This design comes from an exercise in tuning for small area, a short achievable clock period and few clock cycles on the open sky130 flow, not from production work.

==> flow/design.v (excerpt) <==
module godmr_core (
    input  wire        clk,
    input  wire        rst,           
    input  wire        req_valid,
    input  wire        req_write,
    input  wire [1:0]  req_size,      
    input  wire [11:0] req_addr,
    input  wire [31:0] req_wdata,
    output reg         resp_valid,
    output reg         resp_err,
    output reg  [31:0] resp_rdata,
    output wire [15:0] qr_code,       
    input  wire        qr_ok          
);
Size: roughly 3400 cells after synthesis, about 43000 um2 of cells after synthesis.
Settings: LEC_CHECK=0, CAP_MARGIN=20, CORE_MARGIN=2, CORE_UTILIZATION=40, PLACE_DENSITY=0.6, SETUP_SLACK_MARGIN=2.6, SLEW_MARGIN=20; clock period 5.0 ns.
run.sh (not shown) runs the stock make flow with config.mk's settings and CLKGATE_MAP_FILE= SYNTH_SCRIPT=/design/flow/synth_recipe.tcl, a recipe that flattens the netlist after the stock synthesis.
Then changed:
--- a/flow/design.v
+++ b/flow/design.v
@@ -206,26 +206,20 @@
                 4'hB: rd_reg = {23'd0, emb_valid, 2'b00, emb_lcss, emb_cc};
                 default: rd_reg = 32'd0;
             endcase
         end
         if (r_f && ri == 4'h7) rd_reg = f_view;
         if (r_f && ri == 4'h8) rd_reg = {16'd0, wlen};
     end
-    reg [31:0] rd_a, rd_b;
-    always @(posedge clk) begin
-        rd_a <= rd_frame;
-        rd_b <= rd_reg | ({32{rd_rf}} & ring_f) | ({32{rd_rw}} & ring_w);
-    end
-    always @* resp_rdata = rd_a | rd_b;
+    always @(posedge clk) resp_rdata <= rd_frame | rd_reg | ({32{rd_rf}} & ring_f) |
+                                        ({32{rd_rw}} & ring_w);
     reg [31:0] rg0 [0:7];
     reg [31:0] rg1 [0:7];
     reg [2:0]  pw;         
     reg [3:0]  pww;        
-    reg [2:0]  pw1;        
-    reg [3:0]  pww1;       
     reg [3:0]  clr;        
     reg        clr_done;   
     reg        pend;       
     reg        hit_pend;   
     reg [2:0]  p_idx;      
     reg        p_view;     
     reg        p_write;    
@@ -235,68 +229,54 @@
     wire ring_req  = req_valid && size_ok && (rr_f || rr_w);
     wire hit_now   = ring_req && clr_done &&
                      (rr_f ? (word[2:0] == pw) : (word[3:0] == pww));
     wire ring_wait = ring_req && !hit_now;
     wire svc       = hit_now || hit_pend;
     wire s_write   = hit_now ? req_write : p_write;
     wire s_view    = hit_now ? rr_w : p_view;
+    wire [31:0] s_data = hit_now ? req_wdata : q_wd;
     reg cfp, cwp;
     wire tgt = s_view ? ~cfp : ~cwp;
+    wire wr_r0 = svc && s_write && !tgt;
+    wire wr_r1 = svc && s_write &&  tgt;
     wire [31:0] ring_f = cfp ? rg1[7] : rg0[7];
     wire [31:0] ring_w = cwp ? rg1[7] : rg0[7];
     wire rd_rf = (hit_now && !req_write && rr_f) || (hit_pend && !p_write && !p_view);
     wire rd_rw = (hit_now && !req_write && rr_w) || (hit_pend && !p_write &&  p_view);
     wire [16:0] ring_onehot = {1'b0, 8'b1 << pw, 8'b0};
     wire [16:0] rwf = (svc && s_write && !s_view) ? ring_onehot : 17'd0;
     wire [16:0] rww = (svc && s_write &&  s_view) ? ring_onehot : 17'd0;
-    reg w_go, w_b1;
-    always @(posedge clk) begin
-        w_go <= !rst && svc && s_write;
-        w_b1 <= tgt;
-    end
     wire zero_in = rst || !clr_done;
-    wire [31:0] wdz = q_wd & {32{~zero_in}};
-    wire we0 = zero_in || (w_go && !w_b1);
-    wire we1 = zero_in || (w_go &&  w_b1);
     integer g;
     always @(posedge clk) begin
-        rg0[0] <= rg0[7];
-        rg1[0] <= rg1[7];
-        rg0[1] <= we0 ? wdz : rg0[0];
-        rg1[1] <= we1 ? wdz : rg1[0];
-        for (g = 2; g < 8; g = g + 1) begin
+        for (g = 1; g < 8; g = g + 1) begin
             rg0[g] <= rg0[g - 1];
             rg1[g] <= rg1[g - 1];
         end
+        rg0[0] <= zero_in ? 32'd0 : (wr_r0 ? s_data : rg0[7]);
+        rg1[0] <= zero_in ? 32'd0 : (wr_r1 ? s_data : rg1[7]);
     end
-    wire [2:0] pw_nx    = pw1;
-    wire [2:0] pw_nx2   = pw1 + 3'd3;
+    wire [2:0] pw_nx    = pw + 3'd3;
     wire       pend_nx  = ring_wait || (pend && !hit_pend);
-    wire [2:0] p_idx_nx = rr_f ? word[2:0] : (word[2:0] - 3'd5);
-    wire hp_new = ring_wait && (rr_f ? (word[2:0] == pw1) : (word[3:0] == pww1));
-    wire hp_old = pend && !hit_pend && (p_idx == pw1);
+    wire [2:0] p_idx_nx = req_valid ? (rr_f ? word[2:0] : (word[2:0] - 3'd5)) : p_idx;
     always @(posedge clk) begin
         if (rst) begin
             pw       <= 3'd0;
             pww      <= 4'd5;
-            pw1      <= 3'd3;
-            pww1     <= 4'd8;
             clr      <= 4'd8;
             clr_done <= 1'b0;
             pend     <= 1'b0;
             hit_pend <= 1'b0;
         end else begin
-            pw       <= pw1;
-            pww      <= pww1;
-            pw1      <= pw_nx2;
-            pww1     <= {1'b0, pw_nx2} + 4'd5;
+            pw       <= pw_nx;
+            pww      <= {1'b0, pw_nx} + 4'd5;
             if (!clr_done) clr <= clr - 4'd1;
             clr_done <= (clr <= 4'd1);
             pend     <= pend_nx;
-            hit_pend <= (hp_new || hp_old) && (clr <= 4'd1);
+            hit_pend <= pend_nx && (clr <= 4'd1) && (p_idx_nx == pw_nx);
         end
         if (req_valid) begin
             p_idx   <= p_idx_nx;
             p_view  <= rr_w;
             p_write <= req_write;
         end
     end
Clock skew goes up by 20 ps.
Non-clock buffer count goes up by 154.
Global-route usage goes up by 3.5 points.
Wire length goes up by about a fifth.
Sequential cell count goes down by 40.
Core utilization goes up by 1.6 points.
Critical path depth stays the same.
Area after synthesis goes up slightly.
Function was not checked in any run of this note: the RTL went through the layout flow alone.

==> static timing again, ports no longer ideal <==
How much do the figures lean on ideal ports? The routed layouts below were timed once more, with nothing changed but the port constraints.
Step 1, drivers: a clkbuf_16 drives clk and a buf_2 each remaining input, both assumed.
Step 2 also shifts input and output timing later by t, the mid clock arrival at the registers, as if the neighbouring blocks saw the same clock.
Three values: ideal ports, drivers, drivers and shift; two values: the first two.
run	t, ns	setup WS [ns]	clock arrival spread, ns
the first run	0.775	2.119 / 2.100 / 1.325	0.040 / 0.040
the second run	0.783	2.207 / 2.225 / 1.442	0.064 / 0.064
After both steps every run listed still meets setup and hold. The setup slack of the first run, which loses most, moves by -0.019 ns with the drivers and by -0.794 ns with both steps.
